Source: an optimization exercise on an open RTL-to-GDS flow (aim: small area, a short achievable clock period and few clock cycles). Production flows keep margins and buffers that such runs may drop.
In this exercise RTL edits were held to simulation tests only and were not proved equivalent to the original.
Power is estimated from default activity; no workload was simulated.

Design brainshift_core, start of the top module:
module brainshift_core (
    input  wire        clk,
    input  wire        rst,
    input  wire [16:0] cfg_mem_size,
    input  wire [16:0] cfg_prog_len,
    output wire [15:0] prog_addr,
    input  wire [7:0]  prog_data,
    output reg         out_valid,
    output wire [7:0]  out_data,
    output wire        in_req,
    input  wire        in_valid,
    input  wire [7:0]  in_data,
    output wire        halted,
    output reg  [2:0]  fault_code,
    output wire [15:0] fault_pc,
    input  wire [15:0] mem_rd_addr,
    output wire [7:0]  mem_rd_data
);
    localparam TW = 10;         
    localparam NL = 6;          
    localparam NB = 4;          
    localparam [3:0] S_RUN  = 4'd0,  S_EX2  = 4'd1,  S_DIV2 = 4'd2,  S_RET2 = 4'd3,
                     S_SCF  = 4'd4,  S_SCB  = 4'd5,  S_OPER = 4'd6,  S_PASS = 4'd7,
                     S_LINE = 4'd8,  S_CW   = 4'd9,  S_CL   = 4'd10, S_CO   = 4'd11,
                     S_CT   = 4'd12, S_NXL  = 4'd13, S_FIX  = 4'd14, S_HALT = 4'd15;
    reg [3:0]  state;
    reg [6:0]  memsz;
    reg [15:0] plen;
    reg        cfg_bad;
    reg        plen_ok;           
    reg [15:0] pa;              
    reg [15:0] ipc;             
    reg [5:0]  dp;
    reg [6:0]  sp;
    reg [7:0]  op_reg;
    reg        is_call;
    reg        rdy;             
    reg [7:0]  me [0:31];
    reg [7:0]  mo [0:31];
    reg [4:0]  dq;              
    reg [7:0]  drem;            
    reg        dph;             
    reg [7:0]  acc, acc1;       
    reg [4:0]  eix, oix;        
    reg        rodd;            
    reg        xodd, yodd;      
    reg        xy_cf;           
    reg        x7, y7;          
    reg        oph;             
    reg [2:0]  oplen;           
    reg [20:0] opname;          
    reg [15:0] nstart, nend;
    reg [15:0] laddr;           
    reg [15:0] lstart;          
    reg        has_colon;
    reg [15:0] r_lp;            
    reg [15:0] r_op;            
  ...
For scale: roughly 7,600 cells after synthesis, ~1,100 flip-flops, ~120 I/O pins, ~72,000 µm² of cells after synthesis.
export LEC_CHECK = 0
export CAP_MARGIN = 20
export CORE_MARGIN = 2
export CORE_UTILIZATION = 40
export SLEW_MARGIN = 20
create_clock -name core_clock -period 16.0 [get_ports {clk}]
standard.sh (not shown) runs the stock make flow with config.mk's settings and CLKGATE_MAP_FILE= SYNTH_SCRIPT=/design/flow/synth_recipe.tcl, a recipe that flattens the netlist after the stock synthesis.
==> flow/flow/run.sh <==
#!/bin/bash
# The standard layout (the standard.sh, unchanged synthesis and steps), with
# repair_timing asked for more setup slack than the clock needs, so that it sizes
# and buffers the critical paths harder. The SDC and clock period are the design's.
set -euo pipefail
export SETUP_SLACK_MARGIN=8
bash standard.sh > standard.log 2>&1
Testbench counts at the start, summed over its fixed seeds: cycles 178,140.
Change:
--- a/flow/design.v
+++ b/flow/design.v
@@ -93,22 +93,22 @@
     wire [7:0] p_lo = rodd ? ovv : ev;       
     wire [7:0] p_hi = rodd ? ev  : ovv;      
     wire [7:0] a    = acc;
     wire [7:0] bb   = acc1;
     reg  [7:0] hrd;
     always @(*) begin
         hrd = 8'd0;
         for (m = 0; m < 32; m = m + 1) begin
-            if (mem_rd_addr[5:0] == 2 * m && 2 * m < memsz)         hrd = hrd | me[m];
-            if (mem_rd_addr[5:0] == 2 * m + 1 && 2 * m + 1 < memsz) hrd = hrd | mo[m];
+            if (mem_rd_addr[5:0] == 2 * m)     hrd = hrd | me[m];
+            if (mem_rd_addr[5:0] == 2 * m + 1) hrd = hrd | mo[m];
         end
     end
     assign out_data = acc;
-    assign mem_rd_data = (mem_rd_addr[15:6] == 10'd0) ? hrd : 8'd0;
+    assign mem_rd_data = (mem_rd_addr[15:6] == 10'd0 && {1'b0, mem_rd_addr[5:0]} < memsz) ? hrd : 8'd0;
     wire [15:0] ret_a  = {p_lo, p_hi};
     wire        ret_sk = (ret_a + 16'd1 < plen) && !is_real(pd);
     assign prog_addr   = (state == S_CW || state == S_CL || state == S_CT) ? r_lp :
                          (state == S_CO) ? r_op : (state == S_RET2) ? ret_a : pa;
     assign halted      = (state == S_HALT);
     assign fault_pc    = (fault_code != 3'd0 && fault_code != 3'd5) ? ipc : 16'd0;
     wire op_sk    = !oph && valid && (pd == 8'h20 || pd == 8'h09);
     wire op_star  = !oph && valid && (pd == 8'h2A);
Outcome:
- The new run went through all stages and came out clean
- via count is lower by 3.4%
- critical path depth does not change
- hold slack got worse by 0.0070 ns
- final area fell by 2.3%
- core utilization fell by 1.1 points
- power is lower by 23%
- wire length fell by 7.9%
- global-route usage came out lower by 3.6 points
- synthesized cell count drops by 1.6%
- area after synthesis barely changes
- clock power fell by about 4%
- combinational power falls by 40%
Testbench counts after the change, summed over its fixed seeds: cycles 178,140.

## what the ideal ports hide
No port has a modelled driver above. Below, the same layouts with a new extraction and two added sets of constraints.
Step 1: set_driving_cell puts a clkbuf_16 on clk and a buf_2 on each other input, an assumption about the parent block.
Step 2 moves the port delays by t, midway between the first and last clock arrival at a register: inputs arrive t later, outputs are due t later. That takes back most of the time a late clock gives input paths.
Slacks: ideal ports / drivers / drivers and shift; pairs: ideal ports / drivers.
| run | shift t [ns] | setup slack, ns | worst hold slack (ns) | clock arrival spread, ns | cell pins on the clock port's net |
|---|---|---|---|---|---|
| the first run | 0.915 | 7.041 / 6.870 / 6.870 | 0.367 / 0.367 / 0.367 | 0.065 / 0.065 | 1 |
| the second run | 0.901 | 7.407 / 7.344 / 7.077 | 0.361 / 0.361 / 0.361 | 0.034 / 0.034 | 1 |
After both steps setup and hold are still met in every run listed. For the second run, which loses most, drivers alone change the setup slack by -0.063 ns; drivers and shift together by -0.330 ns.
